Background: an optimization exercise with open tools, aiming at small area, a short achievable clock period and few clock cycles per item. Do not read the settings as production practice. At most, simulation tests tie the RTL to the original design; equivalence was not proved.

==> job 7050: inputs <==
==> flow/design.v (excerpt) <==
module alpha_compositor (
    input  wire         clk,
    input  wire         rst,         
    input  wire         cmd_valid,
    output wire         cmd_ready,
    input  wire [127:0] cmd,
    output reg          rsp_valid,
    input  wire         rsp_ready,
    output wire [47:0]  rsp
);
    function [31:0] csa;
        input [15:0] x;
        input [15:0] y;
        input [15:0] z;
        reg   [15:0] s;
        reg   [15:0] c;
        begin
            s   = x ^ y ^ z;
            c   = (x & y) | (x & z) | (y & z);
            csa = {c[14:0], 1'b0, s};
        end
    endfunction
    function [15:0] wsum;
        input [9:0] F;
        input [9:0] B;
        input [5:0] a;
        reg   [15:0] r0, r1, r2, r3, r4, r5;
        reg   [31:0] t1, t2, t3, t4;
        begin
            r0 = {6'd0, a[0] ? F : B};
            r1 = {5'd0, a[1] ? F : B, 1'd0};
            r2 = {4'd0, a[2] ? F : B, 2'd0};
            r3 = {3'd0, a[3] ? F : B, 3'd0};
            r4 = {2'd0, a[4] ? F : B, 4'd0};
            r5 = {1'd0, a[5] ? F : B, 5'd0};
            t1 = csa(r0, r1, r2);
            t2 = csa(r3, r4, r5);
            t3 = csa(t1[15:0], t1[31:16], t2[15:0]);
            t4 = csa(t3[15:0], t3[31:16], t2[31:16]);
  ...
==> flow/config.mk <==
export PLATFORM = sky130hd
export DESIGN_NAME = alpha_compositor
export DESIGN_NICKNAME = alpha_compositor
export VERILOG_FILES = /design/flow/design.v
export SDC_FILE = /design/flow/constraint.sdc
export NUM_CORES = 4
export LEC_CHECK = 0
export ABC_AREA = 1
export CAP_MARGIN = 20
export CORE_MARGIN = 2
export CORE_UTILIZATION = 70
export CTS_CLUSTER_DIAMETER = 100
export CTS_CLUSTER_SIZE = 30
export SLEW_MARGIN = 70
==> flow/constraint.sdc <==
create_clock -name core_clock -period 33.0 [get_ports {clk}]
set_input_delay 6.6000 -clock core_clock [delete_from_list [all_inputs] [get_ports {clk}]]
set_output_delay 6.6000 -clock core_clock [all_outputs]
set_load 0.01 [all_outputs]
standard.sh (not shown) runs the stock make flow with config.mk's settings and CLKGATE_MAP_FILE= SYNTH_SCRIPT=/design/flow/synth_recipe.tcl, a recipe that flattens the netlist after the stock synthesis.
==> flow/flow/run.sh <==
#!/bin/bash
# The standard layout, with sky130_fd_sc_hd__buf_1 as the buffer that
# buffer_ports puts on every input and output port.
set -euo pipefail
export BUFFER_PORTS_ARGS="-buffer_cell sky130_fd_sc_hd__buf_1"
bash standard.sh > standard_flow.log 2>&1
==> job 165 (differences from job 7050) <==
--- a/flow/config.mk
+++ b/flow/config.mk
@@ -8,7 +8,7 @@
 export ABC_AREA = 1
 export CAP_MARGIN = 20
 export CORE_MARGIN = 2
-export CORE_UTILIZATION = 70
+export CORE_UTILIZATION = 60
 export CTS_CLUSTER_DIAMETER = 100
 export CTS_CLUSTER_SIZE = 30
 export SLEW_MARGIN = 70
==> qor summary <==
	job 7050	job 165
Clock buf count	14	15
Met1 track demand over resource in global routing	0.478	0.414
Seq area share	0.260	0.260
Met3 Track Usage GR	0.0576	0.0375
Outcome	complete, no violations	complete, no violations
Critical path capture point	rsp[24]	rsp[27]
Global-route wire length before repair	84.7 mm	82.8 mm
Buffers excl. clock	207	205
Testbench counts of job 7050, summed over its fixed seeds: cycles 18,018, items 18,000.
Testbench counts of job 165, summed over its fixed seeds: cycles 18,018, items 18,000.

---

==> inputs of v13 <==
Another version of the RTL of alpha_compositor (not shown whole).
==> flow/config.mk <==
export PLATFORM = sky130hd
export DESIGN_NAME = alpha_compositor
export DESIGN_NICKNAME = alpha_compositor
export VERILOG_FILES = /design/flow/design.v
export SDC_FILE = /design/flow/constraint.sdc
export NUM_CORES = 4
export LEC_CHECK = 0
export ABC_AREA = 1
export CAP_MARGIN = 20
export CORE_MARGIN = 2
export CORE_UTILIZATION = 60
export CTS_CLUSTER_DIAMETER = 100
export CTS_CLUSTER_SIZE = 30
export SLEW_MARGIN = 70
==> flow/constraint.sdc <==
create_clock -name core_clock -period 33.0 [get_ports {clk}]
set_input_delay 6.6000 -clock core_clock [delete_from_list [all_inputs] [get_ports {clk}]]
set_output_delay 6.6000 -clock core_clock [all_outputs]
set_load 0.01 [all_outputs]
==> flow/flow/run.sh <==
#!/bin/bash
# The standard layout, with sky130_fd_sc_hd__buf_2 as the buffer that
# buffer_ports puts on every input and output port.
set -euo pipefail
export BUFFER_PORTS_ARGS="-buffer_cell sky130_fd_sc_hd__buf_2"
bash standard.sh > standard_flow.log 2>&1
==> inputs of v35, as changes to v13 <==
--- a/flow/design.v
+++ b/flow/design.v
@@ -178,51 +178,69 @@
     wire [1:0] t_rp  = qne ? rp_i : rp;
     wire [1:0] t_cnt = cnt - {1'b0, qne} + {1'b0, v2 && qne};
     wire [1:0] h_wp  = v2 ? wp_i : wp;
     wire [1:0] h_cnt = cnt + {1'b0, v2};
     wire [1:0] occ_a = occ + {1'b0, accept};
     wire       t_rdy = (occ_a - {1'b0, have}) != 2'd3;
     wire       h_rdy = occ_a != 2'd3;
     wire [1:0] t_occ = occ_a - {1'b0, have};
-    wire [1:0] nk   = nxt[17:16];
-    wire       live = have && !fault;
-    wire       upd0 = live && (nk == 2'd1 || nk == 2'd2);
-    wire       upd1 = live && (nk == 2'd2);
-    wire       updf = live && (nk == 2'd3);
-    wire [15:0] r0n = (nk == 2'd2) ? {{7{dx[8]}}, dx} : nxt[15:0];
-    wire take = !rsp_valid || rsp_ready;
-    always @(posedge clk) begin
-        if (rst || (take && upd0)) res0 <= rst ? 16'd0 : r0n;
-    end
-    always @(posedge clk) begin
-        if (rst || (take && upd1)) res1 <= rst ? 9'd0 : dy;
-    end
-    always @(posedge clk) begin
-        if (rst || (take && updf)) begin
-            fault   <= !rst;
-            s_op    <= rst ? 8'd0 : nxt[9:2];
-            s_cause <= rst ? 2'd0 : nxt[1:0];
+    reg        t_fault;
+    reg [7:0]  t_op;
+    reg [1:0]  t_cause;
+    reg [15:0] t_res0;
+    reg [8:0]  t_res1;
+    always @(*) begin
+        t_fault = fault;
+        t_op    = s_op;
+        t_cause = s_cause;
+        t_res0  = res0;
+        t_res1  = res1;
+        if (have && !fault) begin
+            case (nxt[17:16])
+                2'd1: t_res0 = nxt[15:0];
+                2'd2: begin
+                    t_res0 = {{7{dx[8]}}, dx};
+                    t_res1 = dy;
+                end
+                2'd3: begin
+                    t_fault = 1'b1;
+                    t_op    = nxt[9:2];
+                    t_cause = nxt[1:0];
+                end
+                default: ;
+            endcase
         end
     end
+    wire take = !rsp_valid || rsp_ready;
     always @(posedge clk) begin
         if (rst) begin
             wp        <= 2'd0;
             rp        <= 2'd0;
             cnt       <= 2'd0;
             occ       <= 2'd0;
             ready_q   <= 1'b1;
             rsp_valid <= 1'b0;
+            fault     <= 1'b0;
+            s_op      <= 8'd0;
+            s_cause   <= 2'd0;
+            res0      <= 16'd0;
+            res1      <= 9'd0;
         end else if (take) begin
             wp        <= t_wp;
             rp        <= t_rp;
             cnt       <= t_cnt;
             occ       <= t_occ;
             ready_q   <= t_rdy;
             rsp_valid <= have;
+            fault     <= t_fault;
+            s_op      <= t_op;
+            s_cause   <= t_cause;
+            res0      <= t_res0;
+            res1      <= t_res1;
         end else begin
             wp        <= h_wp;
             cnt       <= h_cnt;
             occ       <= occ_a;
             ready_q   <= h_rdy;
         end
     end
 endmodule
- CTS_CLUSTER_DIAMETER: 100 -> unset
- CTS_CLUSTER_SIZE: 30 -> unset
- SLEW_MARGIN: 70 -> 20
==> inputs of v27, as changes to v13 <==
- CTS_CLUSTER_DIAMETER: 100 -> unset
- CTS_CLUSTER_SIZE: 30 -> unset
==> summary.txt <==
status = complete, no violations
crit-path max cell delay = 0.75 ns
vias in the first global route = 16,500
Buffers, non-clock = 191
commonest non-fill, non-tap cells in the layout = nand2_1, inv_1, o21ai_0
area leader, netlist = dfxtp_1
clk latency of the worst-skew pair = 0.54 ns
register area share after synthesis = 26.2%
placer congestion estimate = 0.976
DP Worst Slack = 24.01 ns
The numbers above come from v35.

==> summary.txt <==
status = complete, no violations
commonest non-fill, non-tap cells in the layout = nand2_1, inv_1, o21ai_0
Buffers, non-clock = 200
clk latency of the worst-skew pair = 0.57 ns
vias in the first global route = 16,800
DP Worst Slack = 25.09 ns
placer congestion estimate = 1.04
register area share after synthesis = 28.1%
area leader, netlist = edfxtp_1
crit-path max cell delay = 0.47 ns
The numbers above come from v27.

==> summary.txt <==
status = complete, no violations
Buffers, non-clock = 200
commonest non-fill, non-tap cells in the layout = nand2_1, inv_1, o21ai_0
clk latency of the worst-skew pair = 0.51 ns
num ports = 182
area leader, netlist = edfxtp_1
register area share after synthesis = 28.1%
vias in the first global route = 16,600
DP Worst Slack = 25.09 ns
crit-path max cell delay = 0.48 ns
The numbers above come from v13.

Testbench counts of v35, summed over its fixed seeds: cycles 18,018, items 18,000.
Function not checked in v13 and v27: the RTL went through the layout flow alone.

[re-timing with driven ports]
How much do the figures lean on ideal ports? The routed layouts below were timed once more, with nothing changed but the port constraints.
Step 1 (the two cells are an assumption about what drives the block):
set clk [get_ports {clk}]
set_driving_cell -lib_cell sky130_fd_sc_hd__clkbuf_16 $clk
set_driving_cell -lib_cell sky130_fd_sc_hd__buf_2 [delete_from_list [all_inputs] $clk]
Step 2 moves the port delays by t, midway between the first and last clock arrival at a register: inputs arrive t later, outputs are due t later. That takes back most of the time a late clock gives input paths.
a / b / c = ideal / step 1 / step 2; a / b = the first two.
run	t, ns	slack for setup (ns)	worst data-port slew with drivers (ns)
job 7050	0.536	25.216 / 25.173 / 24.813	0.09
job 165	0.547	25.250 / 25.194 / 24.881	0.10
v13	0.548	25.258 / 25.206 / 25.113	0.05
v35	0.581	24.453 / 24.483 / 23.902	0.07
v27	0.611	25.200 / 25.147 / 25.093	0.05
After both steps every run listed still meets setup and hold. For v35, which loses most, drivers alone change the setup slack by +0.030 ns; drivers and shift together by -0.551 ns.
